What follows belongs to an exercise in optimizing a design on an open flow for small area and a short achievable clock period; a production flow would make more cautious choices. Only simulation tests tie the RTL to the original design; equivalence was not proved. Power is estimated from default activity; no workload was simulated.

===== design.v =====
module spfc_packer (
    input  wire        clk,
    input  wire        rst,
    input  wire        in_valid,
    input  wire [1:0]  in_op,
    input  wire [31:0] in_rg,
    input  wire [31:0] in_ba,
    input  wire [15:0] in_pk,
    output reg         out_valid,
    output wire [15:0] out_pk,
    output wire [31:0] out_rg,
    output wire [31:0] out_ba
);
    function [11:0] thr31;
        input [4:0] t;
        integer i, k;
        begin
            thr31 = 12'd2048;
            for (i = 0; i < 32; i = i + 1)
                if (t == i) begin
                    k = (i < 16) ? i + 1 : i;
                    thr31 = (131070 * k - 65535 + 61) / 62 - 2048 * i;
                end
        end
    endfunction
    function [10:0] thr63;
        input [5:0] t;
        integer i, k;
        begin
            thr63 = 11'd1024;
            for (i = 0; i < 64; i = i + 1)
                if (t == i) begin
                    k = (i < 32) ? i + 1 : i;
                    thr63 = (131070 * k - 65535 + 125) / 126 - 1024 * i;
                end
        end
    endfunction
    function ge16;
        input [15:0] a;
        input [15:0] b;
        reg   [15:0] g, p;
        integer l, i, n;
        begin
            g = a & ~b;
            p = a | ~b;
            n = 16;
            for (l = 0; l < 4; l = l + 1) begin
                for (i = 0; i < 8; i = i + 1)
                    if (2 * i + 1 < n) begin
                        g[i] = g[2 * i + 1] | (p[2 * i + 1] & g[2 * i]);
                        p[i] = p[2 * i + 1] & p[2 * i];
                    end else if (2 * i < n) begin
                        g[i] = g[2 * i];
                        p[i] = p[2 * i];
                    end
                n = (n + 1) / 2;
            end
            ge16 = g[0] | p[0];
        end
    endfunction
    function [15:0] su63;
        input [5:0] q;
        integer i;
        begin
            su63 = 16'd0;
            for (i = 0; i < 64; i = i + 1)
                if (q == i)
                    su63 = (131070 * i + 63) / 126;
        end
    endfunction
    wire [15:0] ch_r = in_rg[15:0];
    wire [15:0] ch_g = in_rg[31:16];
    wire [15:0] ch_b = in_ba[15:0];
    wire [15:0] ch_a = in_ba[31:16];
    wire        is_pack = ~in_op[0];
    wire        is_565  = ~in_op[1];
    wire        ge_r   = ge16({5'b0, ch_r[10:0]}, {4'b0, thr31(ch_r[15:11])});
    wire        ge_b   = ge16({5'b0, ch_b[10:0]}, {4'b0, thr31(ch_b[15:11])});
    wire [10:0] thr_g63 = thr63(ch_g[15:10]);
    wire [11:0] thr_g   = is_565 ? {thr_g63[10], ch_g[10] & ~thr_g63[10], thr_g63[9:0]}
                                 : thr31(ch_g[15:11]);
    wire        ge_g    = ge16({5'b0, ch_g[10:0]}, {4'b0, thr_g});
    wire        a_zero = (ch_a == 16'd0);
    wire        r_blk  = ~ge16(ch_r, 16'd1058);
    wire        b_blk  = ~ge16(ch_b, 16'd1058);
    wire        g_blk  = is_565 ? ~ge16(ch_g, 16'd521) : ~ge16(ch_g, 16'd1058);
    wire        blk    = r_blk & g_blk & b_blk;
    wire [4:0]  dec_r = ch_r[15:11] - {4'd0, ch_r[15]};
    wire [4:0]  dec_b = ch_b[15:11] - {4'd0, ch_b[15]};
    wire [5:0]  dec_g = is_565 ? ch_g[15:10] - {5'd0, ch_g[15]}
                               : {1'b0, ch_g[15:11] - {4'd0, ch_g[15]}};
    reg  [5:0]  r_q;
    reg  [6:0]  g_q;
    reg  [5:0]  b_q;
    reg         m565_q;
    reg         nz_q;
    always @(posedge clk) begin
        if (rst)
            out_valid <= 1'b0;
        else
            out_valid <= in_valid;
    end
    always @(posedge clk) begin
        m565_q <= is_565;
        nz_q   <= in_pk != 16'd0;
        if (is_pack) begin
            r_q <= {~a_zero & (ge_r | blk), dec_r & {5{~a_zero}}};
            g_q <= {~a_zero & (ge_g | blk),
                    dec_g & {6{~a_zero}}};
            b_q <= {~a_zero & (ge_b | blk), dec_b & {5{~a_zero}}};
        end else begin
            r_q <= {1'b0, is_565 ? in_pk[15:11] : in_pk[14:10]};
            g_q <= {1'b0, is_565 ? in_pk[10:5] : {1'b0, in_pk[9:5]}};
            b_q <= {1'b0, in_pk[4:0]};
        end
    end
    wire [4:0]  q_r = r_q[4:0] + {4'd0, r_q[5]};
    wire [4:0]  q_b = b_q[4:0] + {4'd0, b_q[5]};
    wire [5:0]  q_g = g_q[5:0] + {5'd0, g_q[6]};
    assign out_pk = m565_q ? {q_r, q_g, q_b} : {1'b0, q_r, q_g[4:0], q_b};
    wire [4:0]  u_r  = r_q[4:0];
    wire [4:0]  u_b  = b_q[4:0];
    wire [15:0] u_g6 = su63(g_q[5:0]);
    wire [4:0]  u_g5 = g_q[4:0];
    wire [15:0] u_g  = m565_q ? u_g6 : {u_g5, u_g5, u_g5, u_g5[4]};
    assign out_rg = {u_g, u_r, u_r, u_r, u_r[4]};
    assign out_ba = {{16{nz_q}}, u_b, u_b, u_b, u_b[4]};
endmodule

===== flow/run.sh =====
#!/bin/bash
# The standard layout (standard.sh), with plain buf_1 cells as the port
# buffers, and the resizer's setup repair aimed at a margin below the
# clock period so that it shortens the longest paths.
export BUFFER_PORTS_ARGS="-buffer_cell sky130_fd_sc_hd__buf_1"
bash standard.sh SETUP_SLACK_MARGIN=19.5 CTS_BUF_LIST=sky130_fd_sc_hd__clkbuf_4 CTS_CLUSTER_SIZE=30 CTS_CLUSTER_DIAMETER=200 finish > standard.log 2>&1

===== standard.sh =====
#!/bin/bash
# synth_recipe.tcl (not shown) runs the flow's synth.tcl, then flattens the netlist and writes it again
# the make line also repeats each setting of config.mk as NAME=value (left out here)
make -C /OpenROAD-flow-scripts/flow DESIGN_CONFIG=/design/flow/config.mk WORK_HOME=/design/flow/orfs CLKGATE_MAP_FILE= SYNTH_SCRIPT=/design/flow/synth_recipe.tcl "${@:-finish}"

===== config.mk =====
export PLATFORM = sky130hd
export DESIGN_NAME = spfc_packer
export DESIGN_NICKNAME = spfc_packer
export VERILOG_FILES = /design/flow/design.v
export SDC_FILE = /design/flow/constraint.sdc
export NUM_CORES = 4
export LEC_CHECK = 0
export CAP_MARGIN = 20
export CORE_MARGIN = 2
export CORE_UTILIZATION = 40
export SLEW_MARGIN = 20

===== constraint.sdc =====
create_clock -name core_clock -period 27.0 [get_ports {clk}]
set_input_delay 5.4000 -clock core_clock [delete_from_list [all_inputs] [get_ports {clk}]]
set_output_delay 5.4000 -clock core_clock [all_outputs]
set_load 0.01 [all_outputs]

==> results_dict.tcl, run 1 <==
set metrics [dict create \
    outcome "timing/DRC/antenna clean" \
    layout.nets 664 \
    grt_pass1_wl_um 14400 \
    path_clk_slew_ns 0.12 \
    yosysUniqueCellTypes 66 \
    power_density_mw_per_mm2 34.0 \
    synth_compound_area_share_pct 24.8 \
    diodes 0 \
    placed_cells 662 \
    synth_mux_area_share_pct 3.04 \
    area_delta_synth_final_pct 9.78 \
    grt_max_degree 32 \
    register_area_um2 443 \
    preCtsSetupSlack_ns 19.05 \
    utilization_pct 45.7 \
    drive_gt1_share_pct 5.67 \
    synth.most_common_cell "nand2_1" \
    vias_per_cell 5.40 \
    initial_core_util_pct 41.6 \
    ys_dominant_reg_cell "dfxtp_1" \
    slew_violations 0 \
    cp-end-kind "primary output" \
    grtUsageTotal_pct 19.6 \
    synth_edf_count 0 \
    total_power_mw 0.121 \
    hold_path_class "input port to register" \
    max_stage_delay_ns 0.51 \
    max_freq_mhz 137 \
    seq_area_frac_synth_pct 13.6 \
    path_max_fanout 11 \
    die_x_um 94.1 \
    fin_crit_ns 7.30 \
    post-route-period-util_pct 27.0 \
    fin_tns_setup_ns 0 \
    slowest_stage "or4_1" \
    cts_hold_buf 0 \
    std_cell_rows 32 \
    startpoint_type "register" \
    multiInputGateArea_mm2 0.00224 \
    setup_violations 0 \
    place.gp.congestion 0.942 \
    fin_cells 666 \
    ys_seq_elements 22 \
    dr.pass1.iters 4 \
    cts_htree_levels 1 \
    cts.sinks 22 \
    post_cts_buffers 0 \
    fin_ws_ns 19.70 \
    rsz0062_at_grt "no" \
    cts_inserted_buffers 3 \
    drc 0 \
    core-area_mm2 0.00781 \
    peakVddDrop_uv 14.7 \
    port_buffers 163 \
    syn-instance-count 470 \
    via_count 3595 \
    hold_ws_ns 5.24 \
    final_area_mm2 0.00357 \
    critPathMostFrequentCell "nand2_1" \
    synthAdderAreaFrac_pct 6.74 \
    die_height_um 94.1 \
    ant_nets 0 \
    cts_tree "yes" \
    cp.required_ns 21.60 \
    grt_pass1_vias 3123 \
    power_leakage_nw 1.35 \
    postPlaceCellArea_mm2 0.00350 \
    fillers 849 \
    finalHoldViolCount 0 \
    first_iter_violations 122 \
    yosysTopAreaCell "dfxtp_1" \
    maxSlewHeadroom_pct 52.8 \
    cp.arrival_ns 1.90 \
    grt-ovfl-total 0 \
    routed_wirelength_um 8870 \
    avgRoutedWirePerCell_um 13.3 \
    cap_violations 0 \
    synthArstFlopShare_pct 0 \
    path_class "register to primary output" \
    clockBufferDepth 2 \
    pin_count 166 \
    netlist_top_cells_count "75 x nand2_1, 52 x buf_4, 39 x o21ai_0" \
    synth_fp_nets 569 \
    synth_top_family_by_area "simple AND/OR/NAND/NOR gates" \
    yosys-top-cells-area "dfxtp_1 14%, buf_4 12%, nand2_1 8.7%" \
    synth_area_per_cell_um2 6.91 \
    cts_root_buf "clkbuf_4" \
    synth_simple_gate_area_share_pct 26.6 \
    dp_hpwl_um 7260 \
    synth_warnings 1 \
    fp.dieArea_mm2 0.00886 \
    worst_pin_slew_ns 0.709 \
    path_cells "inv_1 -> or4_1 -> o21ai_0 -> xor2_1 -> nand2_1 -> nand2_1 -> buf_1" \
    syn_area_mm2 0.00325 \
    synth_top_area_share_pct 13.6 \
    synth-xor-area-share_pct 7.82 \
    antenna_found_initial 0 \
]
[routing by layer]
metal	up-vias	share of wire, %	wire (um)	track usage, %
met3	6	5.2	465	0.722
met4	0	0.88	78	4.59
met2	133	48	4240	33.6
met5	-	0	0	0
met1	1629	46	4090	27.0
li1	1827	-	-	-
[timing repair]
| item | 4_1_cts | 5_1_grt |
|---|---|---|
| resized for setup | 2 | 6 |
| hold endpoints to repair | 0 | 0 |
| setup endpoints to repair | 1 | 3 |
[final timing paths]
path	endpoint	slack, ns	startpoint	cells after the start
worst min-delay path	out_valid	5.24	rst	2
worst max-delay path	out_rg[17]	19.70	g_q[2]	7
[cell usage in the layout, fill, tap and decap left out, types with 3 or more instances in the layout]
master and n:
a221o_1 5, nor4_1 11, a21oi_1 21, nor3_1 4, nand2b_1 9, nand3b_1 6, inv_1 13, a41oi_1 3
mux2_2 7, clkbuf_2 3, ha_1 14, clkbuf_4 3, maj3_2 3, and2_1 3, a22o_1 3, o21ai_1 3
a31oi_1 6, nor2_1 31, nand4_1 4, nand2_1 75, xor2_1 10, a221oi_1 4, a21o_1 4, a211oi_1 4
o41ai_1 3, o211ai_1 4, nand3_1 16, xnor2_1 19, and3_1 4, buf_1 158, nor2b_1 6, dfxtp_1 20
o21ai_0 39
[worst max-delay path: cells and delay by family, from the launching register on]
family | cells | cell delay [ns]
DFF | 1 | 0.46
buffers and inverters | 2 | 0.22
xor gates and xnor gates | 1 | 0.16
AOI/OAI and AO/OA | 1 | 0.11
and+or+nand+nor | 3 | 0.65
[flip-flops by register name, indices dropped and copies added, names as in the netlist]
| signal | flops |
|---|---|
| out_valid | 1 |
| nz_q | 1 |
| m565_q | 1 |
| b_q | 6 |
| r_q | 6 |
| g_q | 7 |
[final cells by class]
class	count	share of cell area, %
Tap cell	102	3.58
Timing Repair Buffer	165	17.7
Sequential cell	22	12.4
Inverter	16	1.93
Clock inverter	1	0.842
Clock buffer	3	0.631
Multi-Input combinational cell	357	62.9
[kinds of logic (layout without fill, tap and decap cells)]
kind of cell,Yosys count,in the layout
compound gates,121,121
simple gates,180,180
mux,9,9
buf+inv,91,185
fa+ha+maj,18,18
xor+xnor,29,29
flops,22,22
[power breakdown]
part           internal, mW  switching, mW  leakage [nW]
clock                0.0150        0.00938        0.0279
sequential           0.0356        0.00475         0.185
combinational        0.0228         0.0338          1.14
total                0.0734         0.0479          1.35
==> run 2, diff against run 1 <==
--- a/flow/run.sh
+++ b/flow/run.sh
@@ -5,2 +5,2 @@
 export BUFFER_PORTS_ARGS="-buffer_cell sky130_fd_sc_hd__buf_1"
-bash standard.sh SETUP_SLACK_MARGIN=19.5 CTS_BUF_LIST=sky130_fd_sc_hd__clkbuf_4 CTS_CLUSTER_SIZE=30 CTS_CLUSTER_DIAMETER=200 finish > standard.log 2>&1
+bash standard.sh SETUP_SLACK_MARGIN=19.5 CORE_UTILIZATION=65 PLACE_DENSITY=0.75 finish > standard.log 2>&1
==> results_dict.tcl, run 2 <==
set metrics [dict create \
    slowest_stage "buf_1" \
    ctsResizeCount 6 \
    maxSlewHeadroom_pct 52.8 \
    max_freq_mhz 136 \
    fin_tns_setup_ns 0 \
    hold_ws_ns 5.29 \
    avgRoutedWirePerCell_um 13.1 \
    top_register "g_q" \
    cts_tree "yes" \
    path_cells "buf_1 -> nand3b_2 -> xnor2_1 -> a22oi_1 -> or2_0 -> maj3_2 -> maj3_2 -> a221oi_2 -> nor2_1" \
    cap_violations 0 \
    p_clk_share_pct 19.0 \
    first_iter_violations 157 \
    area_delta_synth_final_pct 8.09 \
    hold_path_class "input port to register" \
    yosysUniqueCellTypes 66 \
    grt_use_met2_pct 50.7 \
    grt_busiest_layer "met2" \
    ys_seq_elements 22 \
    slew_violations 0 \
    cts_inserted_buffers 3 \
    synth_fp_nets 569 \
    pin_count 166 \
    combPwrFrac_pct 47.2 \
    std_cell_rows 25 \
    cp.required_ns 27.14 \
    fin_ws_ns 19.63 \
    outcome "timing/DRC/antenna clean" \
    p_seq_share_pct 33.8 \
    grt_max_degree 32 \
    synth.most_common_cell "nand2_1" \
    swShare_pct 40.1 \
    seq_area_frac_synth_pct 13.6 \
    netlist_top_cells_count "75 x nand2_1, 52 x buf_4, 39 x o21ai_0" \
    syn_area_mm2 0.00325 \
    largestRegisters "g_q x7, b_q x6, r_q x6" \
    synthArstFlopShare_pct 0 \
    finalHoldViolCount 0 \
    dp_hpwl_um 6660 \
    fin_crit_ns 7.37 \
    grtUsageTotal_pct 28.7 \
    syn-instance-count 470 \
    rsz0062_at_grt "no" \
    power_switching_mw 0.0477 \
    routed_wirelength_um 8230 \
    cts_hold_buf 0 \
    final_common_cell "buf_1" \
    drive_gt1_share_pct 4.97 \
    die_x_um 74.7 \
    synth_warnings 1 \
    startpoint_type "input port" \
    cts_root_buf "clkbuf_8" \
    cp.arrival_ns 7.51 \
    die_height_um 74.7 \
    fp.dieArea_mm2 0.00558 \
    path_class "input port to register" \
    power_leakage_nw 1.35 \
    synth_edf_count 0 \
    antenna_found_initial 0 \
    grt-ovfl-total 0 \
    via_count 3593 \
    grt_pass1_wl_um 12900 \
    use_met1_pct 37.0 \
    dr.pass1.iters 5 \
    layout.nets 663 \
    synth_area_per_cell_um2 6.91 \
    ys_dominant_reg_cell "dfxtp_1" \
    yosys-top-cells-area "dfxtp_1 14%, buf_4 12%, nand2_1 8.7%" \
    synth_top_area_share_pct 13.6 \
    max_stage_delay_ns 0.38 \
    largest_reg_flops 7 \
    cts_htree_levels 1 \
    clockBufferDepth 2 \
    cp-end-kind "register" \
    drc 0 \
    post-route-period-util_pct 27.3 \
    path_max_fanout 10 \
    post_cts_buffers 0 \
    diodes 0 \
    place.gp.congestion 0.870 \
    mostFrequentLayoutCells "159 x buf_1, 75 x nand2_1, 39 x o21ai_0, 31 x nor2_1" \
    grt_pass1_vias 2973 \
    port_buffers 163 \
    ant_nets 0 \
    setup_violations 0 \
    critPathMostFrequentCell "maj3_2" \
    core-area_mm2 0.00479 \
    initial_core_util_pct 67.9 \
    vias_per_cell 5.70 \
    yosysTopAreaCell "dfxtp_1" \
    met3_usage_pct 1.87 \
    fillers 448 \
    path_clk_slew_ns 0.07 \
    p_int_mw 0.0712 \
    whs_path_depth 2 \
    cts.sinks 22 \
    worst_pin_slew_ns 0.708 \
    preCtsSetupSlack_ns 19.00 \
    peakVddDrop_uv 18.0 \
    power_density_mw_per_mm2 33.8 \
]
run 2: final timing paths:
path	start	to	slack, ns
setup / recovery	in_rg[27]	g_q[6]	19.63
hold / removal	rst	out_valid	5.29
run 2: cell families after synthesis:
group | share of synthesized area, %
AND/OR/NAND/NOR | 26.6
AO/OA/AOI/OAI | 24.8
buffers and inverters | 17.4
XOR/XNOR | 7.82
flip-flops | 13.6
adder cells (fa/ha/maj) | 6.74
multiplexers | 3.04
run 2: metrics by stage:
| stage | cell area (um^2) | total power [mW] | instances | util, % |
|---|---|---|---|---|
| global placement | 3450 | 0.0953 | 626 | 72.1 |
| floorplan | 3250 | 0.0840 | 470 | - |
| detailed placement | 3450 | 0.0966 | 626 | 72.1 |
| global route | 3510 | 0.129 | 630 | 73.4 |
| CTS | 3510 | 0.119 | 630 | 73.3 |
| finish | 3510 | 0.119 | 630 | 73.4 |
run 2: power by group through the flow:
stage,logic (mW),registers [mW],clock network [mW]
2_1_floorplan,0.0451,0.0389,0
6_report,0.0561,0.0402,0.0226
4_1_cts,0.0560,0.0402,0.0230
5_1_grt,0.0633,0.0410,0.0244
3_5_place_dp,0.0556,0.0410,0
3_3_place_gp,0.0545,0.0408,0
run 2: layout make-up:
class                      count  area, um^2  share of cell area [%]
sequential                    22         442                    12.6
timing repair buffer         164         624                    17.8
tap                           67        83.8                    2.39
inverter                      16        65.1                    1.85
multi-input combinational    357        2240                    63.8
clock buffer                   4        55.1                    1.57
run 2: worst max-delay path, delay by kind of cell:
kind	cells	cell delay, ns
adder cells (fa/ha/maj)	2	0.64
AO/OA/AOI/OAI	2	0.37
AND/OR/NAND/NOR	3	0.53
XOR/XNOR	1	0.18
buffers and inverters	1	0.38
run 2: per-layer routing:
metal / vias up / share of wire [%]
met5: - / 0
met4: 0 / 2.1
met3: 16 / 5.5
met2: 151 / 50
met1: 1606 / 43
li1: 1820 / -
==> run 3, diff against run 2 <==
--- a/flow/run.sh
+++ b/flow/run.sh
@@ -5,2 +5,2 @@
 export BUFFER_PORTS_ARGS="-buffer_cell sky130_fd_sc_hd__buf_1"
-bash standard.sh SETUP_SLACK_MARGIN=19.5 CORE_UTILIZATION=65 PLACE_DENSITY=0.75 finish > standard.log 2>&1
+bash standard.sh SETUP_SLACK_MARGIN=19.5 finish > standard.log 2>&1
==> results_dict.tcl, run 3 <==
set metrics [dict create \
    setup_violations 0 \
    std_cell_rows 32 \
    outcome "timing/DRC/antenna clean" \
    yosys-top-cells-area "dfxtp_1 14%, buf_4 12%, nand2_1 8.7%" \
    placed_cells 662 \
    seq_area_frac_synth_pct 13.6 \
    via_count 3604 \
    die_height_um 94.1 \
    power_density_mw_per_mm2 35.4 \
    cap_violations 0 \
    cts_inserted_buffers 3 \
    peakVddDrop_uv 14.7 \
    yosysUniqueCellTypes 66 \
    netlist_top_cells_count "75 x nand2_1, 52 x buf_4, 39 x o21ai_0" \
    slew_violations 0 \
    fp.dieArea_mm2 0.00886 \
    diodes 0 \
    largest_reg_flops 7 \
    routed_wirelength_um 8890 \
    power_leakage_nw 1.36 \
    ys_seq_elements 22 \
    cp.arrival_ns 7.49 \
    cts_htree_levels 1 \
    initial_core_util_pct 41.6 \
    vias_per_cell 5.41 \
    post-route-period-util_pct 27.2 \
    layout.nets 664 \
    pin_count 166 \
    dp_hpwl_um 7260 \
    synth_top_area_share_pct 13.6 \
    fin_cells 666 \
    grtUsageTotal_pct 19.4 \
    synth_edf_count 0 \
    avgRoutedWirePerCell_um 13.4 \
    startpoint_type "input port" \
    antenna_found_initial 0 \
    port_buffers 163 \
    mostFrequentLayoutCells "159 x buf_1, 75 x nand2_1, 39 x o21ai_0, 31 x nor2_1, 21 x a21oi_1" \
    drc 0 \
    core-area_mm2 0.00781 \
    max_freq_mhz 136 \
    grt_max_degree 32 \
    fin_tns_setup_ns 0 \
    worst_pin_slew_ns 0.722 \
    final_common_cell "buf_1" \
    cts_root_buf "clkbuf_8" \
    cp.required_ns 27.14 \
    path_clk_slew_ns 0.07 \
    yosysTopAreaCell "dfxtp_1" \
    synth_warnings 1 \
    max_stage_delay_ns 0.49 \
    path_delay_family "compound AO/OA/AOI/OAI gates" \
    grt_pass1_vias 3131 \
    cp-end-kind "register" \
    first_iter_violations 131 \
    hold_path_class "input port to register" \
    preCtsSetupSlack_ns 19.05 \
    rsz0062_at_grt "yes" \
    grt-ovfl-total 0 \
    place.gp.congestion 0.942 \
    path_cells "buf_1 -> nand2b_1 -> a211oi_1 -> a2bb2oi_1 -> a221o_1 -> a31oi_1 -> o21ai_1 -> a221oi_2 -> nor2_1" \
    syn-instance-count 470 \
    worst-path-buf-inv 1 \
    area_delta_synth_final_pct 10.3 \
    synth_fp_nets 569 \
    clockBufferDepth 2 \
    ant_nets 0 \
    largestRegisters "g_q x7, b_q x6, r_q x6" \
    slowest_stage "buf_1" \
    cts.sinks 22 \
    cts_hold_buf 0 \
    finalHoldViolCount 0 \
    top_register "g_q" \
    syn_area_mm2 0.00325 \
    fin_crit_ns 7.35 \
    cts_tree "yes" \
    maxSlewHeadroom_pct 51.9 \
    synth.most_common_cell "nand2_1" \
    ys_dominant_reg_cell "dfxtp_1" \
    synthArstFlopShare_pct 0 \
    path_max_fanout 16 \
    drive_gt1_share_pct 5.50 \
    die_x_um 94.1 \
    grt_pass1_wl_um 14400 \
    dr.pass1.iters 4 \
    path_class "input port to register" \
    synth_area_per_cell_um2 6.91 \
    fin_ws_ns 19.65 \
]
[run 3: final timing paths]
| path | from | to | slack, ns | depth (start not counted) |
|---|---|---|---|---|
| max | in_rg[26] | g_q[6] | 19.65 | 9 |
| min | rst | out_valid | 5.28 | 2 |
[run 3: power by group]
| group | total, mW | switching [mW] | internal (mW) |
|---|---|---|---|
| Sequential | 0.0404 | 0.00476 | 0.0356 |
| Clock | 0.0299 | 0.0101 | 0.0198 |
| Combinational | 0.0566 | 0.0339 | 0.0228 |
[run 3: kinds of logic (layout without fill, tap and decap cells)]
kind of cell	after synthesis	after routing	synth area share, %
AOI/OAI and AO/OA	121	121	24.8
xor gates and xnor gates	29	29	7.82
adders and majority gates	18	18	6.74
buffers and inverters	91	185	17.4
DFF	22	22	13.6
muxes	9	9	3.04
and+or+nand+nor	180	180	26.6
[run 3: stage by stage]
stage	utilization [%]	power (mW)	hold WS, ns	cell area, um^2
2_1_floorplan	-	0.0840	5.47	3250
3_3_place_gp	44.9	0.0966	5.55	3500
3_5_place_dp	44.9	0.0973	5.56	3500
4_1_cts	45.8	0.127	5.28	3580
5_1_grt	45.9	0.137	5.28	3580
6_report	45.9	0.127	5.28	3580
[run 3: repair_timing]
item / CTS / global route
resized for setup: 2 / 5
setup endpoints to repair: 1 / 3
setup buffers: 0 / 0
[run 3: cell type report]
cell class,instances,area [um^2]
Sequential cell,22,443
Clock inverter,1,30.0
Clock buffer,3,41.3
Tap cell,102,128
Fill cell,846,4220
Multi-Input combinational cell,357,2240
Inverter,16,68.8
Timing Repair Buffer,165,632
[run 3: routing by layer]
metal | track usage [%] | wire length (um) | vias to the layer above
li1 | - | - | 1828
met1 | 26.9 | 4090 | 1622
met4 | 5.07 | 150 | 0
met5 | 0 | 0 | -
met3 | 0.482 | 455 | 12
met2 | 33.0 | 4200 | 142
==> run 4, diff against run 3 <==
--- a/design.v
+++ b/design.v
@@ -60,2 +60,24 @@
     endfunction
+    function [4:0] dec5;
+        input [4:0] t;
+        reg   [4:0] bw;
+        integer i;
+        begin
+            bw[0] = t[4];
+            for (i = 1; i < 5; i = i + 1)
+                bw[i] = bw[i - 1] & ~t[i - 1];
+            dec5 = t ^ bw;
+        end
+    endfunction
+    function [5:0] dec6;
+        input [5:0] t;
+        reg   [5:0] bw;
+        integer i;
+        begin
+            bw[0] = t[5];
+            for (i = 1; i < 6; i = i + 1)
+                bw[i] = bw[i - 1] & ~t[i - 1];
+            dec6 = t ^ bw;
+        end
+    endfunction
     function [15:0] su63;
@@ -87,6 +109,6 @@
     wire        blk    = r_blk & g_blk & b_blk;
-    wire [4:0]  dec_r = ch_r[15:11] - {4'd0, ch_r[15]};
-    wire [4:0]  dec_b = ch_b[15:11] - {4'd0, ch_b[15]};
-    wire [5:0]  dec_g = is_565 ? ch_g[15:10] - {5'd0, ch_g[15]}
-                               : {1'b0, ch_g[15:11] - {4'd0, ch_g[15]}};
+    wire [4:0]  dec_r = dec5(ch_r[15:11]);
+    wire [4:0]  dec_b = dec5(ch_b[15:11]);
+    wire [5:0]  dec_g = is_565 ? dec6(ch_g[15:10])
+                               : {1'b0, dec5(ch_g[15:11])};
     reg  [5:0]  r_q;
--- a/flow/run.sh
+++ b/flow/run.sh
@@ -5,2 +5,2 @@
 export BUFFER_PORTS_ARGS="-buffer_cell sky130_fd_sc_hd__buf_1"
-bash standard.sh SETUP_SLACK_MARGIN=19.5 finish > standard.log 2>&1
+bash standard.sh SETUP_SLACK_MARGIN=19.5 CORE_UTILIZATION=65 PLACE_DENSITY=0.75 finish > standard.log 2>&1
==> results_dict.tcl, run 4 <==
set metrics [dict create \
    endpoint "out_rg[16]" \
    fp.dieArea_mm2 0.00561 \
    path_clk_slew_ns 0.09 \
    rsz0062_at_grt "no" \
    finalHoldViolCount 0 \
    clockBufferDepth 2 \
    cp.arrival_ns 1.91 \
    path_class "register to primary output" \
    outcome "timing/DRC/antenna clean" \
    final_area_mm2 0.00357 \
    synth_edf_count 0 \
    layout.nets 662 \
    initial_core_util_pct 68.3 \
    cts_tree "yes" \
    core-area_mm2 0.00479 \
    cts_inserted_buffers 3 \
    slowest_stage "dfxtp_2" \
    synth_warnings 1 \
    cap_violations 0 \
    area_delta_synth_final_pct 9.38 \
    top_register "g_q" \
    ys_dominant_reg_cell "dfxtp_1" \
    port_buffers 163 \
    cts_root_buf "clkbuf_8" \
    largest_reg_flops 7 \
    cts_htree_levels 1 \
    via_count 3739 \
    fin_tns_setup_ns 0 \
    drive_gt1_share_pct 7.23 \
    synth.most_common_cell "nand2_1" \
    max_freq_mhz 137 \
    path_max_fanout 16 \
    ys_seq_elements 22 \
    syn-instance-count 458 \
    slew_violations 0 \
    power_density_mw_per_mm2 36.3 \
    crit_path_start "m565_q" \
    avgRoutedWirePerCell_um 14.6 \
    first_iter_violations 207 \
    postPlaceCellArea_mm2 0.00349 \
    final_common_cell "buf_1" \
    antenna_found_initial 0 \
    peakVddDrop_uv 21.4 \
    power_leakage_nw 1.42 \
    dr.pass1.iters 5 \
    largestRegisters "g_q x7, b_q x6, r_q x6" \
    startpoint_type "register" \
    post_cts_buffers 0 \
    dp_hpwl_um 7240 \
    vias_per_cell 6.03 \
    yosysUniqueCellTypes 68 \
    place.gp.congestion 0.950 \
    cp.required_ns 21.60 \
    diodes 0 \
    synth_area_per_cell_um2 7.14 \
    grt_max_degree 33 \
    maxSlewHeadroom_pct 46.5 \
    setup_violations 0 \
    hold_path_class "input port to register" \
    worst_pin_slew_ns 0.802 \
    die_x_um 74.9 \
    die_height_um 74.9 \
    grt_pass1_wl_um 13700 \
    pin_count 166 \
    post-route-period-util_pct 27.1 \
    syn_area_mm2 0.00327 \
    std_cell_rows 25 \
    drc 0 \
    synth_fp_nets 566 \
    ant_nets 0 \
    max_stage_delay_ns 0.51 \
    routed_wirelength_um 9070 \
    yosysTopAreaCell "dfxtp_1" \
    cts.sinks 22 \
    synthArstFlopShare_pct 0 \
    seq_area_frac_synth_pct 13.5 \
    cts_hold_buf 0 \
    mostFrequentLayoutCells "158 x buf_1, 66 x nand2_1, 30 x o21ai_0, 24 x a21oi_1, 23 x ha_1" \
    cp-end-kind "primary output" \
    grtUsageTotal_pct 30.6 \
    grt-ovfl-total 0 \
    yosys-top-cells-area "dfxtp_1 13%, buf_4 11%, ha_1 8.8%" \
    netlist_top_cells_count "66 x nand2_1, 48 x buf_4, 30 x o21ai_0" \
    synth_top_area_share_pct 13.5 \
    grt_pass1_vias 3132 \
    fin_crit_ns 7.31 \
    path_cells "inv_1 -> nor3_1 -> a21oi_1 -> a221o_1 -> nand2_1 -> buf_1" \
]
run 4: through the flow:
stage | setup WS [ns] | power (mW) | hold WS [ns] | utilization (%) | cells
floorplan | 20.00 | 0.0838 | 5.47 | - | 458
global placement | 19.22 | 0.0966 | 5.56 | 73.0 | 616
detailed placement | 19.18 | 0.0982 | 5.56 | 73.0 | 616
CTS | 19.52 | 0.129 | 5.27 | 74.7 | 620
global route | 19.61 | 0.139 | 5.26 | 74.7 | 620
finish | 19.69 | 0.130 | 5.27 | 74.7 | 620
run 4: how the worst min path moves through the flow:
stage	start	end	cells after the start
6_report	rst	out_valid	2
2_1_floorplan	rst	out_valid	1
4_1_cts	rst	out_valid	2
3_5_place_dp	rst	out_valid	2
5_1_grt	rst	out_valid	2
3_3_place_gp	rst	out_valid	2
run 4: logic make-up (layout without fill, tap and decap cells):
group	count (synthesis)	in the layout	share of synthesized area, %
simple gates	157	157	23.7
compound gates	124	124	25.9
buf+inv	95	190	17.1
fa+ha+maj	28	28	10.5
flops	22	22	13.5
xor+xnor	19	19	5.09
mux	13	13	4.29
run 4: worst max-delay path: cells and delay by family, from the launching register on:
family | cells | cell delay (ns)
flip-flops | 1 | 0.51
buffers and inverters | 2 | 0.40
AO/OA/AOI/OAI | 2 | 0.40
AND/OR/NAND/NOR | 2 | 0.33
run 4: per-layer routing:
metal,GRT usage [%],share of wire (%),up-vias
met5,0,0,-
met4,7.74,1.3,0
met3,2.95,8.4,11
met2,55.7,51,193
met1,38.4,39,1715
li1,-,-,1820
run 4: cell type report:
| cell class | instances | area (um^2) |
|---|---|---|
| sequential | 22 | 443 |
| clock inverter | 1 | 30.0 |
| fill | 414 | 1210 |
| timing repair buffer | 164 | 626 |
| inverter | 22 | 82.6 |
| clock buffer | 3 | 41.3 |
| multi-input combinational | 341 | 2270 |
| tap | 67 | 83.8 |
run 4: where the power goes:
group	switching (mW)	internal (mW)
logic	0.0350	0.0227
clock network	0.0114	0.0198
registers	0.00499	0.0356
run 4: what timing repair did:
| action | CTS | global route |
|---|---|---|
| endpoints found under the setup margin | 1 | 5 |
| gates resized for setup | 2 | 9 |
| gates cloned | 0 | 0 |
==> run 5, diff against run 4 <==
--- a/flow/run.sh
+++ b/flow/run.sh
@@ -5,2 +5,2 @@
 export BUFFER_PORTS_ARGS="-buffer_cell sky130_fd_sc_hd__buf_1"
-bash standard.sh SETUP_SLACK_MARGIN=19.5 CORE_UTILIZATION=65 PLACE_DENSITY=0.75 finish > standard.log 2>&1
+bash standard.sh SETUP_SLACK_MARGIN=19.8 finish > standard.log 2>&1
==> results_dict.tcl, run 5 <==
set metrics [dict create \
    p_clk_share_pct 22.9 \
    peakVddDrop_uv 16.1 \
    top_register "g_q" \
    synthArstFlopShare_pct 0 \
    port_buffers 163 \
    placed_cells 652 \
    cts.sinks 22 \
    die_height_um 94.4 \
    post-route-period-util_pct 26.4 \
    yosys-top-cells-area "dfxtp_1 13%, buf_4 11%, ha_1 8.8%" \
    preCtsSetupSlack_ns 19.26 \
    power_density_mw_per_mm2 34.8 \
    fin_tns_setup_ns 0 \
    pin_count 166 \
    power_switching_mw 0.0509 \
    rsz0062_at_grt "no" \
    cts_inserted_buffers 3 \
    hold_path_class "input port to register" \
    max_freq_mhz 140 \
    worst-path-buf-inv 1 \
    ant_nets 0 \
    fin_cells 668 \
    worst_pin_slew_ns 0.754 \
    via_count 3645 \
    path_cells "nand2_1 -> or4_1 -> o21ai_0 -> xnor2_1 -> o21ai_0 -> clkbuf_2" \
    setup_violations 0 \
    drc 0 \
    slew_violations 0 \
    clockBufferDepth 2 \
    path_delay_family "simple AND/OR/NAND/NOR gates" \
    total_power_mw 0.131 \
    yosysTopAreaCell "dfxtp_1" \
    synth_fp_nets 566 \
    std_cell_rows 32 \
    area_delta_synth_final_pct 15.2 \
    swShare_pct 38.8 \
    slowest_stage "dfxtp_1" \
    fin_ws_ns 19.88 \
    ys_dominant_reg_cell "dfxtp_1" \
    synth.most_common_cell "nand2_1" \
    netlist_top_cells_count "66 x nand2_1, 48 x buf_4, 30 x o21ai_0" \
    maxSlewHeadroom_pct 49.8 \
    path_max_fanout 6 \
    place.gp.congestion 0.844 \
    syn-instance-count 458 \
    layout.nets 675 \
    routed_wirelength_um 9750 \
    dp_hpwl_um 7930 \
    cp.arrival_ns 1.72 \
    avgRoutedWirePerCell_um 14.6 \
    fin_crit_ns 7.12 \
    cp.required_ns 21.60 \
    grt_pass1_vias 3097 \
    cts_root_buf "clkbuf_8" \
    finalHoldViolCount 0 \
    cts_tree "yes" \
    startpoint_type "register" \
    final_common_cell "buf_1" \
    synth_area_per_cell_um2 7.14 \
    cap_violations 0 \
    synth_warnings 1 \
    fillers 823 \
    grt_max_degree 33 \
    grt_pass1_wl_um 14900 \
    path_clk_slew_ns 0.08 \
    cp-end-kind "primary output" \
    outcome "timing/DRC/antenna clean" \
    yosysUniqueCellTypes 68 \
    syn_area_mm2 0.00327 \
    cts_htree_levels 1 \
    power_leakage_nw 1.50 \
    vias_per_cell 5.46 \
    critPathMostFrequentCell "o21ai_0" \
    synth_top_area_share_pct 13.5 \
    largestRegisters "g_q x7, b_q x6, r_q x6" \
    p_seq_share_pct 30.7 \
    ys_seq_elements 22 \
    initial_core_util_pct 41.9 \
    antenna_found_initial 0 \
    grt-ovfl-total 0 \
    synth_edf_count 0 \
    p_int_mw 0.0803 \
    drive_gt1_share_pct 11.5 \
    seq_area_frac_synth_pct 13.5 \
    fp.dieArea_mm2 0.00891 \
    core-area_mm2 0.00781 \
    die_x_um 94.4 \
    combPwrFrac_pct 46.4 \
    first_iter_violations 149 \
    hold_ws_ns 5.28 \
    grtUsageTotal_pct 20.7 \
    mostFrequentLayoutCells "152 x buf_1, 66 x nand2_1, 30 x o21ai_0, 24 x a21oi_1, 23 x ha_1" \
    dr.pass1.iters 5 \
    largest_reg_flops 7 \
    path_class "register to primary output" \
    diodes 0 \
    max_stage_delay_ns 0.42 \
]
[run 5: cell counts after synthesis]
Identical to the previous run, type by type.
[run 5: final cells by class]
| type | count | area, um^2 | share of cell area (%) |
|---|---|---|---|
| clock inverter | 1 | 30.0 | 0.797 |
| clock buffer | 3 | 41.3 | 1.10 |
| multi-input combinational | 341 | 2280 | 60.6 |
| tap | 102 | 128 | 3.39 |
| sequential | 22 | 452 | 12.0 |
| inverter | 22 | 87.6 | 2.33 |
| timing repair buffer | 177 | 747 | 19.8 |
[run 5: worst paths after layout]
check	depth (start not counted)	slack (ns)	startpoint	endpoint
min	2	5.28	rst	out_valid
max	6	19.88	g_q[1]	out_rg[17]
[run 5: repair_timing]
| item | 4_1_cts | 5_1_grt |
|---|---|---|
| gates resized for setup | 9 | 18 |
| endpoints found under the setup margin | 5 | 6 |
| pin swaps | 0 | 1 |
| gates cloned | 0 | 1 |
| setup buffers | 0 | 11 |
| hold buffers | 0 | 0 |
| endpoints found under the hold margin | 0 | 0 |
[run 5: metal layers]
layer	vias up	global-route usage [%]	share of wire, %
met2	165	37.1	50
met3	10	1.12	7.2
li1	1836	-	-
met5	-	0	0
met1	1634	27.5	42
met4	0	4.11	0.92
[run 5: power by group through the flow]
stage          Sequential [mW]  Clock [mW]  Combinational [mW]
3_5_place_dp            0.0412           0              0.0578
2_1_floorplan           0.0389           0              0.0449
4_1_cts                 0.0404      0.0306              0.0584
3_3_place_gp            0.0410           0              0.0573
5_1_grt                 0.0410      0.0317              0.0682
6_report                0.0402      0.0300              0.0609
[run 5: cells by family (layout without fill, tap and decap cells)]
group                      Yosys count  in the layout  synth area share, %
and+or+nand+nor                    157            157                 23.7
AOI/OAI and AO/OA                  124            124                 25.9
buffers and inverters               95            203                 17.1
adders and majority gates           28             28                 10.5
DFF                                 22             22                 13.5
xor gates and xnor gates            19             19                 5.09
muxes                               13             13                 4.29
[run 5: metrics by stage]
| step | utilization (%) | area [um^2] |
|---|---|---|
| 4_1_cts | 46.5 | 3630 |
| 2_1_floorplan | - | 3270 |
| 3_3_place_gp | 45.4 | 3550 |
| 3_5_place_dp | 45.4 | 3550 |
| 5_1_grt | 48.2 | 3770 |
| 6_report | 48.2 | 3770 |
==> run 6, diff against run 5 <==
--- a/flow/run.sh
+++ b/flow/run.sh
@@ -5,2 +5,2 @@
 export BUFFER_PORTS_ARGS="-buffer_cell sky130_fd_sc_hd__buf_1"
-bash standard.sh SETUP_SLACK_MARGIN=19.8 finish > standard.log 2>&1
+bash standard.sh SETUP_SLACK_MARGIN=19.5 finish > standard.log 2>&1
==> results_dict.tcl, run 6 <==
set metrics [dict create \
    setup_violations 0 \
    yosys-top-cells-area "dfxtp_1 13%, buf_4 11%, ha_1 8.8%" \
    dp_hpwl_um 7930 \
    area_delta_synth_final_pct 10.8 \
    slew_violations 0 \
    die_x_um 94.4 \
    ys_dominant_reg_cell "dfxtp_1" \
    outcome "timing/DRC/antenna clean" \
    top_register "g_q" \
    syn-instance-count 458 \
    ys_seq_elements 22 \
    initial_core_util_pct 41.9 \
    final_common_cell "buf_1" \
    drive_gt1_share_pct 6.50 \
    path_clk_slew_ns 0.08 \
    grt_pass1_wl_um 14900 \
    startpoint_type "input port" \
    hold_end "out_valid" \
    grt_busiest_layer "met2" \
    synth_top_area_share_pct 13.5 \
    cts_tree "yes" \
    dr.pass1.iters 5 \
    finalHoldViolCount 0 \
    cts.sinks 22 \
    routed_wirelength_um 9650 \
    use_met1_pct 27.6 \
    maxSlewHeadroom_pct 50.7 \
    worst_pin_slew_ns 0.740 \
    post_cts_buffers 0 \
    grt_use_met2_pct 37.0 \
    first_iter_violations 160 \
    synth.most_common_cell "nand2_1" \
    cap_violations 0 \
    std_cell_rows 32 \
    vias_per_cell 5.47 \
    netlist_top_cells_count "66 x nand2_1, 48 x buf_4, 30 x o21ai_0" \
    via_count 3590 \
    syn_area_mm2 0.00327 \
    fin_tns_setup_ns 0 \
    synth_edf_count 0 \
    avgRoutedWirePerCell_um 14.7 \
    met3_usage_pct 1.12 \
    fin_cells 656 \
    core-area_mm2 0.00781 \
    rsz0062_at_grt "yes" \
    layout.nets 663 \
    synthArstFlopShare_pct 0 \
    power_leakage_nw 1.41 \
    yosysTopAreaCell "dfxtp_1" \
    cp-end-kind "register" \
    largest_reg_flops 7 \
    power_density_mw_per_mm2 35.5 \
    clockBufferDepth 2 \
    drc 0 \
    cp.required_ns 27.18 \
    peakVddDrop_uv 16.0 \
    fp.dieArea_mm2 0.00891 \
    grt_max_degree 33 \
    cts_hold_buf 0 \
    ant_nets 0 \
    synth_area_per_cell_um2 7.14 \
    largestRegisters "g_q x7, b_q x6, r_q x6" \
    post-route-period-util_pct 27.5 \
    grtUsageTotal_pct 20.7 \
    seq_area_frac_synth_pct 13.5 \
    diodes 0 \
    placed_cells 652 \
    mostFrequentLayoutCells "161 x buf_1, 66 x nand2_1, 30 x o21ai_0, 24 x a21oi_1, 23 x ha_1" \
    min_from "rst" \
    port_buffers 163 \
    synth_fp_nets 566 \
    whs_path_depth 2 \
    yosysUniqueCellTypes 68 \
    path_class "input port to register" \
    grt-ovfl-total 0 \
    pin_count 166 \
    path_max_fanout 13 \
    synth_warnings 1 \
    utilization_pct 46.4 \
    hold_path_class "input port to register" \
    place.gp.congestion 0.844 \
    fin_crit_ns 7.42 \
    grt_pass1_vias 3097 \
    cts_inserted_buffers 3 \
    cts_htree_levels 1 \
    cp.arrival_ns 7.60 \
    die_height_um 94.4 \
    max_freq_mhz 135 \
    antenna_found_initial 0 \
    cts_root_buf "clkbuf_8" \
]
==> run 6: cell counts after synthesis <==
Identical to the previous run, type by type.
==> run 6: worst max-delay path, cell delays in order <==
cell,delay (ns)
buf_1,0.44
clkinv_1,0.44
o311a_1,0.45
a21oi_1,0.22
a21oi_1,0.11
o311a_2,0.37
o22ai_1,0.17
==> run 6: layout make-up <==
cell class | count | area [um^2]
Clock buffer | 3 | 41.3
Multi-Input combinational cell | 341 | 2270
Tap cell | 102 | 128
Fill cell | 832 | 4190
Timing Repair Buffer | 165 | 629
Inverter | 22 | 82.6
Sequential cell | 22 | 442
Clock inverter | 1 | 30.0
==> run 6: worst max path at each step <==
stage              start    endpoint  slack (ns)  depth (start not counted)
6_report       in_rg[29]      g_q[6]       19.58                          7
5_1_grt        in_rg[30]      g_q[6]       19.39                          8
4_1_cts           m565_q  out_rg[16]       19.54                          6
3_5_place_dp   in_rg[27]      g_q[6]       19.26                          9
3_3_place_gp   in_rg[27]      g_q[6]       19.27                          9
2_1_floorplan  in_ba[11]      b_q[5]       20.00                          9
==> run 6: cells by family (layout without fill, tap and decap cells) <==
kind of cell | after synthesis | after routing | share of synthesized area [%]
compound gates | 124 | 124 | 25.9
xor+xnor | 19 | 19 | 5.09
fa+ha+maj | 28 | 28 | 10.5
buf+inv | 95 | 191 | 17.1
flops | 22 | 22 | 13.5
mux | 13 | 13 | 4.29
simple gates | 157 | 157 | 23.7
==> run 6: repair_timing <==
| item | 4_1_cts | 5_1_grt |
|---|---|---|
| endpoints found under the hold margin | 0 | 0 |
| gates resized for setup | 0 | 3 |
| endpoints found under the setup margin | 0 | 4 |
==> run 6: per-layer routing <==
metal / vias to the layer above / share of wire [%]
met1: 1603 / 43
met4: 0 / 0.88
met5: - / 0
li1: 1809 / -
met3: 10 / 7.3
met2: 168 / 49
==> run 6: power breakdown <==
group / switching [mW] / internal [mW]
sequential: 0.00489 / 0.0356
clock: 0.0102 / 0.0198
combinational: 0.0353 / 0.0228
total: 0.0504 / 0.0782
==> run 6: through the flow <==
stage	hold WS [ns]	total power [mW]	cell area [um^2]	worst slack, ns
after floorplan	5.47	0.0838	3270	20.00
after global routing	5.28	0.138	3620	19.39
after global placement	5.56	0.0983	3550	19.27
final	5.28	0.129	3620	19.58
after detailed placement	5.56	0.0990	3550	19.26
after CTS	5.27	0.129	3620	19.54
==> run 7, diff against run 6 <==
==> flow/run.sh (replaced) <==
#!/bin/bash
# The standard layout (standard.sh) with three changes:
#  - synthesis maps the logic with the ABC script in flow/abc_map.script
#    (structural rewriting and area-recovering mapping) instead of ORFS's
#    speed script; everything else in synthesis, including the flip-flops,
#    is ORFS's and the standard flow's own;
#  - plain buf_1 cells as the port buffers;
#  - the resizer's setup repair aims at a margin below the clock period.
set -e
rm -rf scripts_abc
cp -r "$FLOW_HOME/scripts" scripts_abc
cp flow/abc_map.script scripts_abc/abc_area.script
export BUFFER_PORTS_ARGS="-buffer_cell sky130_fd_sc_hd__buf_1"
bash standard.sh SCRIPTS_DIR="$PWD/scripts_abc" ABC_AREA=1 synth > synth.log 2>&1
bash standard.sh SETUP_SLACK_MARGIN=19.5 CORE_UTILIZATION=65 PLACE_DENSITY=0.75 finish > standard.log 2>&1
==> flow/abc_map.script (new file) <==
&get -n
&st
&syn2
&dch -f
&nf -R 1000
&st
&dch -f
&nf -R 1000
&put
==> results_dict.tcl, run 7 <==
set metrics [dict create \
    cts_root_buf "clkbuf_8" \
    fin_tns_setup_ns 0 \
    wl_met2_um 3890 \
    dp_hpwl_um 6180 \
    drc 0 \
    avgRoutedWirePerCell_um 13.8 \
    final_common_cell "buf_1" \
    max_freq_mhz 136 \
    synth.most_common_cell "nand2_1" \
    layout.nets 621 \
    utilization_pct 79.0 \
    grt-ovfl-total 0 \
    first_iter_violations 201 \
    slew_violations 0 \
    fp.dieArea_mm2 0.00480 \
    swShare_pct 38.1 \
    power_switching_mw 0.0465 \
    grt_pass1_wl_um 12800 \
    setup_violations 0 \
    place.gp.congestion 0.927 \
    dr.pass1.iters 6 \
    netlist_top_cells_count "55 x nand2_1, 48 x buf_4, 33 x o21ai_0" \
    fin_crit_ns 7.34 \
    ant_nets 0 \
    synth_top_area_share_pct 15.9 \
    cts_inserted_buffers 3 \
    grt_max_degree 28 \
    maxSlewHeadroom_pct 52.5 \
    yosys-top-cells-area "dfxtp_1 16%, buf_4 13%, ha_1 10%" \
    cp.arrival_ns 1.94 \
    syn_area_mm2 0.00277 \
    synth_fp_nets 499 \
    antenna_found_initial 0 \
    die_x_um 69.3 \
    wirelength_met1_um 3140 \
    synth_area_per_cell_um2 7.08 \
    grtUsageTotal_pct 31.0 \
    worst-path-buf-inv 1 \
    synth_edf_count 0 \
    outcome "timing/DRC/antenna clean" \
    cts_tree "yes" \
    largestRegisters "g_q x7, b_q x6, r_q x6" \
    path_cells "nand2_1 -> nor3_1 -> mux2i_1 -> buf_1" \
    largest_reg_flops 7 \
    path_class "register to primary output" \
    ys_seq_elements 22 \
    path_clk_slew_ns 0.08 \
    initial_core_util_pct 68.3 \
    yosysTopAreaCell "dfxtp_1" \
    cts.sinks 22 \
    routed_wirelength_um 7770 \
    hold_path_class "input port to register" \
    yosysUniqueCellTypes 41 \
    slowest_stage "dfxtp_1" \
    finalHoldViolCount 0 \
    preCtsSetupSlack_ns 19.03 \
    post-route-period-util_pct 27.2 \
    via_count 3326 \
    synth_warnings 1 \
    std_cell_rows 23 \
    cts_htree_levels 1 \
    die_height_um 69.3 \
    pin_count 166 \
    power_leakage_nw 1.20 \
    port_buffers 163 \
    path_max_fanout 22 \
    route.met3.wl_um 583 \
    fillers 359 \
    syn-instance-count 391 \
    cp.required_ns 21.60 \
    p_int_mw 0.0754 \
    worst_pin_slew_ns 0.713 \
    power_density_mw_per_mm2 38.0 \
    p_seq_share_pct 32.7 \
    top_register "g_q" \
    combPwrFrac_pct 42.7 \
    diodes 0 \
    ys_dominant_reg_cell "dfxtp_1" \
    max_stage_delay_ns 0.75 \
    core-area_mm2 0.00406 \
    fin_ws_ns 19.66 \
    path_delay_family "flip-flops" \
    drive_gt1_share_pct 3.52 \
    rsz0062_at_grt "no" \
    top_layer "met4" \
    peakVddDrop_uv 21.4 \
    area_delta_synth_final_pct 15.7 \
    vias_per_cell 5.92 \
    p_clk_share_pct 24.6 \
    mostFrequentLayoutCells "158 x buf_1, 55 x nand2_1, 32 x o21ai_0, 26 x nor2_1, 25 x a21oi_1" \
    cp-end-kind "primary output" \
    startpoint_type "register" \
    cap_violations 0 \
    seq_area_frac_synth_pct 15.9 \
    grt_pass1_vias 2924 \
    clockBufferDepth 2 \
    synthArstFlopShare_pct 0 \
]
==> run 7: cell count changes in the layout (fill, tap and decap cells not counted), sizes merged, moves of 4 or more <==
cell,before,now
nor2,22,27
a22o,4,8
o41ai,4,9
xor2,9,4
inv,21,2
nand2,66,55
mux2,8,2
maj3,5,1
o211ai,8,1
a211oi,7,2
clkinv,1,16
a221oi,1,5
==> run 7: through the flow <==
step	instance area [um^2]	total power, mW	cells	hold slack, ns
finish	3210	0.122	562	5.29
floorplan	2770	0.0757	391	5.47
detailed placement	3090	0.0912	557	5.58
CTS	3180	0.121	561	5.30
global placement	3090	0.0901	557	5.56
global route	3210	0.130	562	5.29
==> run 7: timing repair <==
action | in CTS | in global routing
hold buffers | 0 | 0
setup buffers | 0 | 1
endpoints found under the setup margin | 1 | 2
gates resized for setup | 3 | 11
hold endpoints to repair | 0 | 0
==> run 7: layout make-up <==
cell class | instances | area [um^2] | area share (%)
Sequential cell | 22 | 440 | 13.7
Clock inverter | 1 | 30.0 | 0.937
Timing Repair Buffer | 165 | 633 | 19.8
Inverter | 20 | 82.6 | 2.58
Multi-Input combinational cell | 301 | 1920 | 59.8
Tap cell | 50 | 62.6 | 1.95
Clock buffer | 3 | 41.3 | 1.29
==> run 7: kinds of logic after synthesis <==
kind of cell	count (synthesis)	share of synthesized area, %
AO/OA/AOI/OAI	117	27.8
XOR/XNOR	17	5.37
adder cells (fa/ha/maj)	24	10.7
buffers and inverters	68	15.7
flip-flops	22	15.9
multiplexers	4	1.54
AND/OR/NAND/NOR	139	22.9
==> run 7: power groups by stage <==
stage                     Sequential [mW]  Clock, mW  Combinational [mW]
final                              0.0399     0.0300              0.0520
after global placement             0.0404          0              0.0497
after floorplan                    0.0396          0              0.0361
after global routing               0.0405     0.0319              0.0579
after detailed placement           0.0407          0              0.0505
after CTS                          0.0399     0.0304              0.0512
==> run 7: metal layers <==
metal / vias to the layer above / GRT usage [%]
met1: 1467 / 37.0
met3: 15 / 2.62
met5: - / 0
met2: 180 / 56.9
li1: 1664 / -
met4: 0 / 12.0
==> run 7: final timing paths <==
kind                   start          to  slack, ns  cells after the start
worst max-delay path  m565_q  out_pk[10]      19.66                      4
worst min-delay path     rst   out_valid       5.29                      2
==> run 8, diff against run 7 <==
--- a/flow/run.sh
+++ b/flow/run.sh
@@ -14,2 +14,2 @@
 bash standard.sh SCRIPTS_DIR="$PWD/scripts_abc" ABC_AREA=1 synth > synth.log 2>&1
-bash standard.sh SETUP_SLACK_MARGIN=19.5 CORE_UTILIZATION=65 PLACE_DENSITY=0.75 finish > standard.log 2>&1
+bash standard.sh SETUP_SLACK_MARGIN=20 finish > standard.log 2>&1
==> results_dict.tcl, run 8 <==
set metrics [dict create \
    outcome "timing/DRC/antenna clean" \
    grt_pass1_wl_um 12700 \
    dp_hpwl_um 6510 \
    cp.arrival_ns 1.57 \
    ys_dominant_reg_cell "dfxtp_1" \
    postPlaceCellArea_mm2 0.00314 \
    drive_gt1_share_pct 17.7 \
    std_cell_rows 30 \
    peakVddDrop_uv 15.9 \
    placed_cells 587 \
    startpoint_type "register" \
    max_freq_mhz 144 \
    grtUsageTotal_pct 20.0 \
    port_buffers 163 \
    avgRoutedWirePerCell_um 14.1 \
    netlist_top_cells_count "55 x nand2_1, 48 x buf_4, 33 x o21ai_0" \
    synth_fp_nets 499 \
    grt_max_degree 28 \
    pin_count 166 \
    layout.nets 630 \
    largestRegisters "g_q x7, b_q x6, r_q x6" \
    synth_edf_count 0 \
    synth_mux_area_share_pct 1.54 \
    synth-xor-area-share_pct 5.37 \
    rsz0062_at_grt "yes" \
    synth_area_per_cell_um2 7.08 \
    fin_crit_ns 6.97 \
    yosysUniqueCellTypes 41 \
    via_count 3406 \
    synth_simple_gate_area_share_pct 22.9 \
    synth_top_family_by_area "compound AO/OA/AOI/OAI gates" \
    cp.required_ns 21.60 \
    cts_root_buf "clkbuf_8" \
    diodes 0 \
    post-route-period-util_pct 25.8 \
    power_density_mw_per_mm2 35.7 \
    area_delta_synth_final_pct 32.1 \
    path_class "register to primary output" \
    die_height_um 87.2 \
    setup_violations 0 \
    synthArstFlopShare_pct 0 \
    first_iter_violations 195 \
    cts_inserted_buffers 3 \
    largest_reg_flops 7 \
    antenna_found_initial 0 \
    finalHoldViolCount 0 \
    grt_pass1_vias 2786 \
    cts.sinks 22 \
    power_leakage_nw 1.38 \
    initial_core_util_pct 41.0 \
    worst_pin_slew_ns 0.712 \
    dr.pass1.iters 5 \
    top_register "g_q" \
    total_power_mw 0.131 \
    fp.dieArea_mm2 0.00761 \
    die_x_um 87.2 \
    cts_tree "yes" \
    ant_nets 0 \
    hold_path_class "input port to register" \
    path_clk_slew_ns 0.08 \
    final_area_mm2 0.00366 \
    multiInputGateArea_mm2 0.00217 \
    cap_violations 0 \
    cts_htree_levels 1 \
    fin_cells 601 \
    yosysTopAreaCell "dfxtp_1" \
    fillers 712 \
    clockBufferDepth 2 \
    core-area_mm2 0.00676 \
    drc 0 \
    vias_per_cell 5.67 \
    ys_seq_elements 22 \
    register_area_um2 462 \
    maxSlewHeadroom_pct 52.5 \
    syn-instance-count 391 \
    slew_violations 0 \
    synthAdderAreaFrac_pct 10.7 \
    routed_wirelength_um 8500 \
    final_common_cell "buf_1" \
    synth.most_common_cell "nand2_1" \
    yosys-top-cells-area "dfxtp_1 16%, buf_4 13%, ha_1 10%" \
    fin_tns_setup_ns 0 \
    synth_top_area_share_pct 15.9 \
    syn_area_mm2 0.00277 \
    cts_hold_buf 0 \
    place.gp.congestion 0.860 \
    seq_area_frac_synth_pct 15.9 \
    synth_warnings 1 \
    synth_compound_area_share_pct 27.8 \
    grt-ovfl-total 0 \
    mostFrequentLayoutCells "146 x buf_1, 53 x nand2_1, 27 x o21ai_0, 23 x a21oi_1, 22 x nor2_1" \
    cp-end-kind "primary output" \
    path_max_fanout 5 \
]
-- run 8: changes by cell type in the layout (fill, tap and decap cells not counted), sizes merged --
cell,delta
clkbuf,+7
buf,+2
clkinv,-1
inv,+2
clkinvlp,-1
-- run 8: where the power goes --
part / switching, mW / leakage [nW] / internal (mW)
combinational: 0.0358 / 1.16 / 0.0247
clock: 0.00996 / 0.0357 / 0.0198
sequential: 0.00487 / 0.187 / 0.0357
-- run 8: layout make-up --
cell class,instances,share of cell area [%]
well taps,80,2.74
clock inverters,1,0.821
multi-input cells,301,59.4
clock buffers,3,1.13
flip-flops and latches,22,12.6
inverters,20,2.84
repair buffers,174,20.5
-- run 8: through the flow --
step                setup WS [ns]  utilization (%)  hold slack, ns
floorplan                   20.02                -            5.47
global placement            19.19             46.5            5.56
CTS                         19.97             50.4            5.28
detailed placement          19.20             46.5            5.57
finish                      20.03             54.1            5.28
global route                19.93             54.1            5.29
-- run 8: path summary, 6_finish.rpt --
| check | endpoint | cells after the start | from |
|---|---|---|---|
| worst max-delay path | out_pk[10] | 5 | g_q[0] |
| worst min-delay path | out_valid | 2 | rst |
-- run 8: layer usage --
layer / part of all wire, % / global-route usage, % / wire [um] / vias to the layer above
met5: 0 / 0 / 0 / -
met4: 1.0 / 5.03 / 89 / 0
met3: 6.3 / 1.23 / 533 / 9
met2: 48 / 34.0 / 4060 / 166
met1: 45 / 27.6 / 3820 / 1545
li1: - / - / - / 1686
-- run 8: critical path, cell delays in order, from the launching register on --
cell and delay, ns:
dfxtp_4 0.40, ha_4 0.16, nand3_4 0.09, nor3_4 0.22, mux2i_2 0.27, buf_2 0.17
-- run 8: timing repair --
action	4_1_cts	5_1_grt
setup endpoints to repair	12	11
resized for setup	52	67
setup buffers	5	5
pin swaps	3	16
-- run 8: kinds of logic after synthesis --
logic type / count (synthesis)
fa+ha+maj: 24
flops: 22
mux: 4
xor+xnor: 17
simple gates: 139
buf+inv: 68
compound gates: 117
==> run 9, diff against run 8 <==
--- a/flow/run.sh
+++ b/flow/run.sh
@@ -14,2 +14,2 @@
 bash standard.sh SCRIPTS_DIR="$PWD/scripts_abc" ABC_AREA=1 synth > synth.log 2>&1
-bash standard.sh SETUP_SLACK_MARGIN=20 finish > standard.log 2>&1
+bash standard.sh SETUP_SLACK_MARGIN=19.5 finish > standard.log 2>&1
==> flow/abc_map.script (replaced) <==
&get -n
&st
&dc2
&syn2
&dch -f
&nf -R 1000
&st
&syn2
&dch -f
&nf -R 1000
&st
&dch -f
&nf -R 1000
&put
==> results_dict.tcl, run 9 <==
set metrics [dict create \
    outcome "timing/DRC/antenna clean" \
    grtUsageTotal_pct 20.0 \
    grt_busiest_layer "met2" \
    diodes 0 \
    slew_violations 0 \
    whs_path_depth 2 \
    synth_area_per_cell_um2 6.96 \
    slowest_stage "maj3_2" \
    drc 0 \
    grt-ovfl-total 0 \
    power_leakage_nw 1.27 \
    cp.required_ns 27.12 \
    die_height_um 87.1 \
    drive_gt1_share_pct 7.31 \
    final_common_cell "buf_1" \
    first_iter_violations 231 \
    swShare_pct 40.6 \
    p_seq_share_pct 35.2 \
    finalHoldViolCount 0 \
    seq_area_frac_synth_pct 15.9 \
    fin_ws_ns 19.62 \
    area_delta_synth_final_pct 20.7 \
    fp.dieArea_mm2 0.00758 \
    ys_dominant_reg_cell "dfxtp_1" \
    path_class "input port to register" \
    worst_pin_slew_ns 0.675 \
    peakVddDrop_uv 10.7 \
    layout.nets 630 \
    vias_per_cell 5.52 \
    synth_top_area_share_pct 15.9 \
    cts_htree_levels 1 \
    pin_count 166 \
    max_stage_delay_ns 0.29 \
    synth_edf_count 0 \
    mostFrequentLayoutCells "155 x buf_1, 61 x nand2_1, 27 x a21oi_1, 25 x o21ai_0, 23 x ha_1" \
    path_delay_family "compound AO/OA/AOI/OAI gates" \
    hold_end "out_valid" \
    path_cells "buf_12 -> nor2_4 -> nor2_2 -> a21o_1 -> a211oi_2 -> o21ai_1 -> maj3_2 -> o21ai_1 -> a21oi_1 -> a221oi_1 -> nor2_1 -> a221oi_2 -> nor3_1 -> nor3_1 -> nor2_1" \
    cp.arrival_ns 7.50 \
    synthArstFlopShare_pct 0 \
    cts_inserted_buffers 3 \
    worst-path-buf-inv 1 \
    fin_tns_setup_ns 0 \
    cts_hold_buf 0 \
    hold_path_class "input port to register" \
    syn_area_mm2 0.00276 \
    path_clk_slew_ns 0.07 \
    grt_pass1_vias 2808 \
    routed_wirelength_um 8220 \
    power_switching_mw 0.0459 \
    use_met1_pct 25.0 \
    top_register "g_q" \
    cp-end-kind "register" \
    yosysTopAreaCell "dfxtp_1" \
    synth_fp_nets 505 \
    dp_hpwl_um 6570 \
    place.gp.congestion 0.881 \
    initial_core_util_pct 41.1 \
    max_freq_mhz 136 \
    cts_tree "yes" \
    syn-instance-count 397 \
    std_cell_rows 30 \
    cap_violations 0 \
    preCtsSetupSlack_ns 18.74 \
    via_count 3309 \
    die_x_um 87.1 \
    synth.most_common_cell "nand2_1" \
    p_clk_share_pct 16.7 \
    yosys-top-cells-area "dfxtp_1 16%, buf_4 13%, ha_1 10%" \
    startpoint_type "input port" \
    p_int_mw 0.0670 \
    path_max_fanout 11 \
    dr.pass1.iters 4 \
    largestRegisters "g_q x7, b_q x6, r_q x6" \
    setup_violations 0 \
    cts_root_buf "clkbuf_8" \
    netlist_top_cells_count "63 x nand2_1, 48 x buf_4, 32 x o21ai_0" \
    antenna_found_initial 0 \
    ys_seq_elements 22 \
    core-area_mm2 0.00672 \
    ant_nets 0 \
    min_from "rst" \
    cts.sinks 22 \
    largest_reg_flops 7 \
    post-route-period-util_pct 27.3 \
    grt_use_met2_pct 36.4 \
    power_density_mw_per_mm2 33.9 \
    met3_usage_pct 0.758 \
    grt_pass1_wl_um 12600 \
    fin_crit_ns 7.38 \
    synth_warnings 1 \
    yosysUniqueCellTypes 44 \
    avgRoutedWirePerCell_um 13.7 \
    combPwrFrac_pct 48.1 \
    clockBufferDepth 2 \
    port_buffers 163 \
    maxSlewHeadroom_pct 54.9 \
    grt_max_degree 28 \
    rsz0062_at_grt "yes" \
]
[run 9: metal layers]
layer  routed length [um]  vias to the layer above
met5                    0                        -
met4                  166                        0
met3                  504                       14
met2                 4080                      157
met1                 3470                     1466
li1                     -                     1672
[run 9: worst max path at each step]
| stage | startpoint | endpoint | slack, ns | cells past startpoint |
|---|---|---|---|---|
| detailed placement | in_rg[29] | g_q[6] | 18.74 | 14 |
| finish | in_rg[26] | g_q[6] | 19.62 | 15 |
| CTS | in_rg[28] | g_q[6] | 19.49 | 15 |
| floorplan | in_rg[27] | g_q[6] | 19.52 | 14 |
| global placement | in_rg[30] | g_q[6] | 18.77 | 14 |
| global route | in_rg[28] | g_q[6] | 19.47 | 14 |
[run 9: per-stage QoR]
stage | std cells | hold slack, ns | utilization [%] | power (mW) | cell area, um^2
2_1_floorplan | 397 | 5.47 | - | 0.0750 | 2760
3_3_place_gp | 593 | 5.56 | 46.4 | 0.0906 | 3120
3_5_place_dp | 593 | 5.56 | 46.4 | 0.0911 | 3120
4_1_cts | 596 | 5.28 | 47.7 | 0.111 | 3210
5_1_grt | 600 | 5.31 | 49.6 | 0.122 | 3330
6_report | 600 | 5.29 | 49.6 | 0.113 | 3330
[run 9: kinds of logic (layout without fill, tap and decap cells)]
logic type / after synthesis / in the layout / share of synthesized area (%)
buf+inv: 65 / 188 / 15.4
xor+xnor: 15 / 15 / 4.76
fa+ha+maj: 26 / 26 / 11.5
mux: 1 / 1 / 0.408
simple gates: 149 / 149 / 24.9
flops: 22 / 22 / 15.9
compound gates: 119 / 119 / 27.1
[run 9: what timing repair did]
action,CTS,global route
buffers inserted,0,4
endpoints found under the hold margin,0,0
gates cloned,0,0
endpoints found under the setup margin,2,2
resized for setup,20,38
pin swaps,1,11
[run 9: cell type report]
type / count / area [um^2]
inverter: 17 / 77.6
tap: 80 / 100
sequential: 22 / 440
fill: 708 / 3390
multi-input combinational: 310 / 1980
timing repair buffer: 168 / 698
clock buffer: 3 / 41.3
[run 9: power by group through the flow]
stage	Sequential (mW)	Combinational, mW	Clock [mW]
3_3_place_gp	0.0404	0.0502	0
3_5_place_dp	0.0406	0.0505	0
5_1_grt	0.0405	0.0605	0.0211
4_1_cts	0.0398	0.0517	0.0196
6_report	0.0397	0.0543	0.0189
2_1_floorplan	0.0395	0.0356	0

==> static timing again, ports no longer ideal <==
No port has a modelled driver above. Below, the same layouts with a new extraction and two added sets of constraints. Step 1: set_driving_cell puts a clkbuf_16 on clk and a buf_2 on each other input, an assumption about the parent block. Step 2, shift: input delay + t, output delay - t, t = (earliest + latest rising clock arrival at the registers) / 2. This alone moves slack from input paths to output paths. Slacks: ideal / step 1 / step 2; pairs: ideal / step 1.
| run | t, ns | slack for setup (ns) | cell pins on the clock port's net |
|---|---|---|---|
| run 1 | 0.322 | 19.700 / 19.677 / 19.405 | 1 |
| run 2 | 0.279 | 19.627 / 19.632 / 19.353 | 1 |
| run 3 | 0.280 | 19.651 / 19.650 / 19.370 | 1 |
| run 4 | 0.294 | 19.689 / 19.664 / 19.499 | 1 |
| run 5 | 0.285 | 19.876 / 19.850 / 19.633 | 1 |
| run 6 | 0.284 | 19.579 / 19.578 / 19.294 | 1 |
| run 7 | 0.285 | 19.661 / 19.636 / 19.438 | 1 |
| run 8 | 0.276 | 20.034 / 20.011 / 19.767 | 1 |
| run 9 | 0.273 | 19.621 / 19.594 / 19.321 | 1 |
After both steps every run listed still meets setup and hold. For run 9, which loses most, drivers alone change the setup slack by -0.027 ns; drivers and shift together by -0.300 ns.
